This design comes from an exercise in tuning for small area and a short achievable clock period on the open sky130 flow, not from production work.
Only the layout flow was run in this run; the RTL was not checked for function there.
Power is estimated from default activity; no workload was simulated.

[flow/config.mk]
export PLATFORM = sky130hd
export DESIGN_NAME = zorder_core
export DESIGN_NICKNAME = zorder_core
export VERILOG_FILES = /design/flow/design.v
export SDC_FILE = /design/flow/constraint.sdc
export NUM_CORES = 4
export LEC_CHECK = 0
export CAP_MARGIN = 20
export CORE_MARGIN = 2
export CORE_UTILIZATION = 35
export SLEW_MARGIN = 20
[flow/constraint.sdc]
create_clock -name core_clock -period 16.0 [get_ports {clk}]
set_input_delay 3.2000 -clock core_clock [delete_from_list [all_inputs] [get_ports {clk}]]
set_output_delay 3.2000 -clock core_clock [all_outputs]
set_load 0.01 [all_outputs]
[flow/design.v]
module zc_decode (
    input  wire        w,
    input  wire [63:0] x,
    output wire        sign,
    output wire [10:0] raw,       
    output wire [10:0] raw_eff,   
    output wire        nan,
    output wire        zero       
);
    wire e1_s = &x[30:23];
    wire e1_d = &x[62:52];
    wire e0_s = ~|x[30:23];
    wire e0_d = ~|x[62:52];
    wire s_lo = |x[22:0];
    wire s_hi = |x[51:23];
    wire allones = w ? e1_d : e1_s;
    wire ezero   = w ? e0_d : e0_s;
    wire sig_nz  = s_lo | (w & s_hi);
    assign sign = w ? x[63] : x[31];
    assign raw  = w ? x[62:52] : {3'b000, x[30:23]};
    assign nan  = allones & sig_nz;
    assign zero = ezero & ~sig_nz;
    wire sentinel = zero | allones;
    assign raw_eff = sentinel ? {1'b0, w, w, w, 7'h7F} : raw;
endmodule
module zc_lod64 (
    input  wire [63:0] x,
    output wire [5:0]  pos,
    output wire        nz
);
    wire [15:0] v4;
    wire [31:0] p4;
    genvar g;
    generate
        for (g = 0; g < 16; g = g + 1) begin : g4
            wire [3:0] n = x[4*g +: 4];
            assign v4[g]        = |n;
            assign p4[2*g +: 2] = n[3] ? 2'd3 : n[2] ? 2'd2 : n[1] ? 2'd1 : 2'd0;
        end
        wire [3:0] v16;
        wire [15:0] p16;
        for (g = 0; g < 4; g = g + 1) begin : g16
            wire [3:0] vv = v4[4*g +: 4];
            wire [7:0] pp = p4[8*g +: 8];
            assign v16[g] = |vv;
            assign p16[4*g +: 4] = vv[3] ? {2'd3, pp[7:6]} :
                                   vv[2] ? {2'd2, pp[5:4]} :
                                   vv[1] ? {2'd1, pp[3:2]} :
                                           {2'd0, pp[1:0]};
        end
        assign nz  = |v16;
        assign pos = v16[3] ? {2'd3, p16[15:12]} :
                     v16[2] ? {2'd2, p16[11:8]} :
                     v16[1] ? {2'd1, p16[7:4]} :
                              {2'd0, p16[3:0]};
    endgenerate
endmodule
module zc_pair (
    input  wire        w,
    input  wire [63:0] p,
    input  wire [63:0] q,
    output wire [11:0] key,
    output wire        same_mag,
    output wire [10:0] pre,       
    output wire        lt_same,   
    output wire        pneg,
    output wire        qneg,
    output wire        qnan
);
    wire        ps, qs, pnan, pz, qz;
    wire [10:0] praw, qraw, qre;
    zc_decode u_dp (.w(w), .x(p), .sign(ps), .raw(praw), .raw_eff(pre), .nan(pnan), .zero(pz));
    zc_decode u_dq (.w(w), .x(q), .sign(qs), .raw(qraw), .raw_eff(qre), .nan(qnan), .zero(qz));
    assign pneg = ~pnan & ps & ~pz;
    assign qneg = ~qnan & qs & ~qz;
    wire [63:0] x  = p ^ q;
    wire [62:0] mx = {x[62:31] & {32{w}}, x[30:0]};
    wire [62:0] pm = {p[62:31], p[30:0]};
    wire        mgt, meq;
    zc_magcmp #(.N(63)) u_cmp (.a(pm), .x(mx), .gt(mgt), .eq(meq));
    wire        mlt = ~mgt & ~meq;
    assign same_mag = ~pnan & ~qnan & meq;
    assign lt_same  = pneg ? mgt : (~pnan & ~qnan & mlt);
    wire        egt, eeq;
    zc_magcmp #(.N(11)) u_ecmp (.a(pre), .x(pre ^ qre), .gt(egt), .eq(eeq));
    wire [10:0] emax = egt ? pre : qre;
    wire [51:0] sx = {x[51:23] & {29{w}}, x[22:0]};
    wire [5:0]  lg;
    wire        sx_nz;
    zc_lod64 u_lod (.x({12'd0, sx}), .pos(lg), .nz(sx_nz));
    wire [5:0] t = (eeq & sx_nz) ? lg : (w ? 6'd52 : 6'd23);
    assign key = {1'b0, emax} + {6'd0, t};
endmodule
module zc_magcmp #(
    parameter N = 63
) (
    input  wire [N-1:0] a,
    input  wire [N-1:0] x,    
    output wire         gt,
    output wire         eq
);
    generate
        if (N == 1) begin : g_leaf
            assign gt = a[0] & x[0];
            assign eq = ~x[0];
        end else begin : g_node
            localparam L = N / 2;
            wire gh, eh, gl, el;
            zc_magcmp #(.N(N - L)) u_h (.a(a[N-1:L]), .x(x[N-1:L]), .gt(gh), .eq(eh));
            zc_magcmp #(.N(L))     u_l (.a(a[L-1:0]), .x(x[L-1:0]), .gt(gl), .eq(el));
            assign gt = gh | (eh & gl);
            assign eq = eh & el;
        end
    endgenerate
endmodule
module zc_less #(
    parameter D = 4
) (
    input  wire           w,
    input  wire [D*64-1:0] p,
    input  wire [D*64-1:0] q,
    output wire           less
);
    wire [D*13-1:0] k;
    wire [D-1:0]    lt, nd, ltx;
    genvar g;
    generate
        for (g = 0; g < D; g = g + 1) begin : g_axis
            wire [11:0] key;
            wire        sm, pn, qn, qnan;
            wire [10:0] pre_unused;
            zc_pair u_pair (
                .w(w), .p(p[g*64 +: 64]), .q(q[g*64 +: 64]),
                .key(key), .same_mag(sm), .pre(pre_unused), .lt_same(lt[g]),
                .pneg(pn), .qneg(qn), .qnan(qnan)
            );
            assign k[g*13 +: 13] = {~sm, key};
            assign nd[g]  = pn ^ qn;
            assign ltx[g] = pn & ~qnan;
        end
    endgenerate
    wire [12:0] k0 = k[12:0], k1 = k[25:13], k2 = k[38:26], k3 = k[51:39];
    wire c23 = k2 > k3;    
    wire c01 = k0 > k1;    
    wire [12:0] kh = c23 ? k2 : k3;
    wire [12:0] kl = c01 ? k0 : k1;
    wire        lh = c23 ? lt[2] : lt[3];
    wire        ll = c01 ? lt[0] : lt[1];
    wire        cl = kl > kh;
    wire        lsel = cl ? ll : lh;
    assign less = nd[3] ? ltx[3] :
                  nd[2] ? ltx[2] :
                  nd[1] ? ltx[1] :
                  nd[0] ? ltx[0] : lsel;
endmodule
module zorder_core #(
    parameter D = 4
) (
    input  wire            clk,
    input  wire [3:0]      cmd,
    input  wire [63:0]     a,
    input  wire [63:0]     b,
    input  wire [D*64-1:0] p,
    input  wire [D*64-1:0] q,
    output reg  [63:0]     res
);
    wire       w = cmd[3];
    wire [2:0] c = cmd[2:0];
    wire [11:0] key;
    wire        same_mag;
    wire [10:0] are;
    wire        u0, u1, u2, u3;
    zc_pair u_ab (
        .w(w), .p(a), .q(b), .key(key), .same_mag(same_mag), .pre(are),
        .lt_same(u0), .pneg(u1), .qneg(u2), .qnan(u3)
    );
    wire        isxm = c[2];
    wire [11:0] sv_in  = isxm ? key : {1'b0, are};
    wire [11:0] sv_off = w ? (isxm ? 12'd1075 : 12'd1023) : (isxm ? 12'd150 : 12'd127);
    wire [11:0] sv = sv_in - sv_off;
    wire        s  = sv[11];
    wire [5:0] lg;
    wire       lg_nz;
    zc_lod64 u_lg (.x({a[63:32] & {32{w}}, a[31:0]}), .pos(lg), .nz(lg_nz));
    wire less;
    zc_less #(.D(D)) u_less (.w(w), .p(p), .q(q), .less(less));
    reg [63:0] result;
    always @* begin
        case (c)
            3'd0:    result = {a[63:32] & {32{w}}, a[31:0]};
            3'd1:    result = {{52{s}}, sv};
            3'd2:    result = {12'd0, a[51:23] & {29{w}}, a[22:0]};
            3'd3:    result = {58'd0, lg};
            3'd4:    result = same_mag ? 64'hFFFFFFFF80000000 : {{52{s}}, sv};
            3'd5:    result = {63'd0, less};
            default: result = 64'd0;    
        endcase
    end
    always @(posedge clk)
        res <= result;
endmodule
[flow/run.sh]
#!/bin/bash
# synth_recipe.tcl (not shown) runs the flow's synth.tcl, then flattens the netlist and writes it again
# the make line also repeats each setting of config.mk as NAME=value (left out here)
make -C /OpenROAD-flow-scripts/flow DESIGN_CONFIG=/design/flow/config.mk WORK_HOME=/design/flow/orfs CLKGATE_MAP_FILE= SYNTH_SCRIPT=/design/flow/synth_recipe.tcl finish
==> results_dict.tcl <==
set metrics [dict create \
    antenna_found_initial 12 \
    post-route-period-util_pct 91.24 \
    synth_most_common_cell "nand2_1" \
    cts_tree "built" \
    wl_met2_um 51640 \
    powerDensity_nw_per_um2 52.77 \
    dieWidth_um 258.4 \
    ios 709 \
    max_slew_margin_pct 29.06 \
    grt_setup_unrepaired "false" \
    fmax_ghz 0.06850 \
    n_fill_cell 6691 \
    cts_inserted_buffers 9 \
    die-area_sq_um 66750 \
    ir_drop_mv 0.04467 \
    grt_remaining_overflow 0 \
    final_net_count 4897 \
    synthXorXnorAreaFrac_pct 12.53 \
    required_ps 16180 \
    pre_cts_ws_ps 1090 \
    drc 0 \
    synth-edff-count 0 \
    rows 93 \
    start_util_pct 35.25 \
    place_congestion 0.9954 \
    min_from "a[48]" \
    grt_max_degree 95 \
    syn2layout_area_growth_pct 36.50 \
    critPathArrivalTime_ps 14780 \
    holdPathStages 3 \
    synth_compound_area_share_pct 26.88 \
    post_cts_resized 0 \
    clk_root_buffer_cell "clkbuf_16" \
    whs_ps 3486 \
    core_region_area_sq_um 64230 \
    top_regs "res x64" \
    tns_ps 0 \
    register_area_sq_um 1281 \
    syn_nets 4255 \
    crit_cells 42 \
    yosysWarnings 1 \
    hp-class "in2reg" \
    setup_violations 0 \
    final_layout_size_suffix_gt1_share_pct 2.432 \
    yosys-top-cells-count "nand2_1, inv_1, nor2_1" \
    grt_pass1_wl_um 163200 \
    htreeDepth 3 \
    path_class "in2reg" \
    dr.max_layer_used "met5" \
    port_buffers 707 \
    wire_per_inst_um 22.21 \
    synth.area.top_cells "ha_1, xnor2_1, xor2_1, nand2_1, dfxtp_1" \
    fin_ws_ps 1401 \
    first_global_vias 27136 \
    via_count 28644 \
    synth_top_area_share_pct 10.00 \
    async_reset_ff_share_pct 0 \
    crit_family "compound AO/OA/AOI/OAI gates" \
    critPathBufInv 1 \
    ant_nets 0 \
    period_minus_slack_ps 14600 \
    p_switching_w 0.0007721 \
    multi_input_comb_area_sq_um 19770 \
    wl_met1_um 48080 \
    final_max_slew_viol_count 0 \
    largest_register_ffs 64 \
    status "finished clean" \
    synth_top_family_by_area "simple AND/OR/NAND/NOR gates" \
    syn_avg_cell_area_sq_um 6.613 \
    viasPerCell 5.804 \
    worstMarginPinSlew_ps 1064 \
    wirelength_um 109600 \
    ys_seq_area_share_pct 5.658 \
    hold_path_end "res[48]" \
    endpoint_kind "register" \
    slowest_stage "a2111oi_0" \
    synthMuxAreaShare_pct 3.293 \
    postSynthCellCount 3424 \
    p_sw_share_pct 47.34 \
    clk_transition_reported_paths_ps 60 \
    p_clk_share_pct 12.0 \
    critPathMaxStageDelay_ps 780 \
    cts_buffer_depth 2 \
    netlist_area_sq_um 22640 \
    pwr-share-comb_pct 76.5 \
    dpl.hpwl_um 94300 \
    die_h_um 258.4 \
    hold_buffers 0 \
    drv_cap 0 \
    crit_path_start_kind "input pin" \
    post_cts_buffers 0 \
    synthFlopType "dfxtp_1" \
    grt.total_usage_pct 31.01 \
    synth-simple-area-share_pct 30.27 \
    p_int_w 0.0008589 \
    ys_seq_elements 64 \
    largest-register "res" \
    synth.largest_area_cell "ha_1" \
    dr_wl_met3_um 7083 \
    drt-initial-drc-count 2423 \
    power.leakage_nw 12.50 \
    cts_sinks 64 \
    firstDrtPassIters 6 \
    synth_fa_ha_area_share_pct 14.25 \
    hold_viol_final 0 \
    synth.distinct_cells 96 \
    path_max_fanout 12 \
    power_frac_seq_pct 11.5 \
]
[routing by layer]
metal,vias to the layer above,track usage (%)
li1,13865,-
met5,-,0
met3,156,3.511
met4,4,8.044
met1,13488,41.27
met2,1131,53.05
[placed cells by master (no fill, tap or decap), drive strengths merged, types with 64 or more instances in the layout]
| cell type | instances |
|---|---|
| clkdlybuf4s50 | 706 |
| nand2 | 364 |
| inv | 308 |
| nor2 | 268 |
| a21oi | 227 |
| o21ai | 220 |
| ha | 181 |
| xnor2 | 166 |
| xor2 | 158 |
| nor4 | 154 |
| nand4 | 112 |
| nor3 | 90 |
| maj3 | 86 |
| nand3 | 75 |
| nor2b | 73 |
| nand2b | 69 |
| mux2i | 64 |
| dfxtp | 64 |
[power groups by stage]
stage	clock [W]	combinational [W]	sequential, W
floorplan	0	0.000706	0.000202
global placement	0	0.00122	0.000190
detailed placement	0	0.00123	0.000190
CTS	0.000201	0.00123	0.000187
global route	0.000206	0.00136	0.000189
finish	0.000196	0.00125	0.000187
[cell type report]
cell class,count,area share (%)
sequential,64,4.145
clock buffer,9,0.7286
multi-input combinational,2948,63.97
tap,855,3.461
antenna,10,0.08096
inverter,308,3.748
clock inverter,6,0.1983
timing repair buffer,735,23.67
[cell families (layout without fill, tap and decap cells)]
logic type | count (synthesis) | count (layout)
AO/OA/AOI/OAI | 924 | 924
XOR/XNOR | 324 | 324
adder cells (fa/ha/maj) | 272 | 272
buffers and inverters | 412 | 1058
flip-flops | 64 | 64
multiplexers | 73 | 73
other | 0 | 10
AND/OR/NAND/NOR | 1355 | 1355
[how the worst max path moves through the flow]
stage                start      to  slack, ps
floorplan           cmd[3]  res[0]       1410
global placement    q[207]  res[0]       1310
detailed placement  q[207]  res[0]       1090
CTS                 q[207]  res[0]       1440
global route         p[22]  res[0]        570
finish               q[45]  res[0]       1400
[metrics by stage]
step                total power, W  cell area (sq um)  util (%)  instances
floorplan                0.0009079              22640         -       3424
global placement          0.001413              30600     47.63       4910
detailed placement        0.001418              30600     47.63       4910
CTS                       0.001622              30880     48.08       4925
global route              0.001758              30910     48.12       4934
finish                    0.001631              30910     48.12       4935

[what the ideal ports hide]
The results above use ideal ports. As a check the final layout listed here was re-extracted and re-timed, cells and wires unchanged. Step 1 assumes that a clkbuf_16 drives the clock port and a buf_2 every other input. Step 2 also shifts input and output timing later by t, the mid clock arrival at the registers, as if the neighbouring blocks saw the same clock. Slacks: no drivers / after step 1 / after step 2; pairs: no drivers / after step 1.
t (ns): 0.381
slack for setup (ns): 1.401 / 1.370 / 0.990
clock arrival spread, ns: 0.008 / 0.007
After both steps this run still meets setup and hold. The setup slack of this run moves by -0.031 ns with the drivers and by -0.411 ns with both steps.
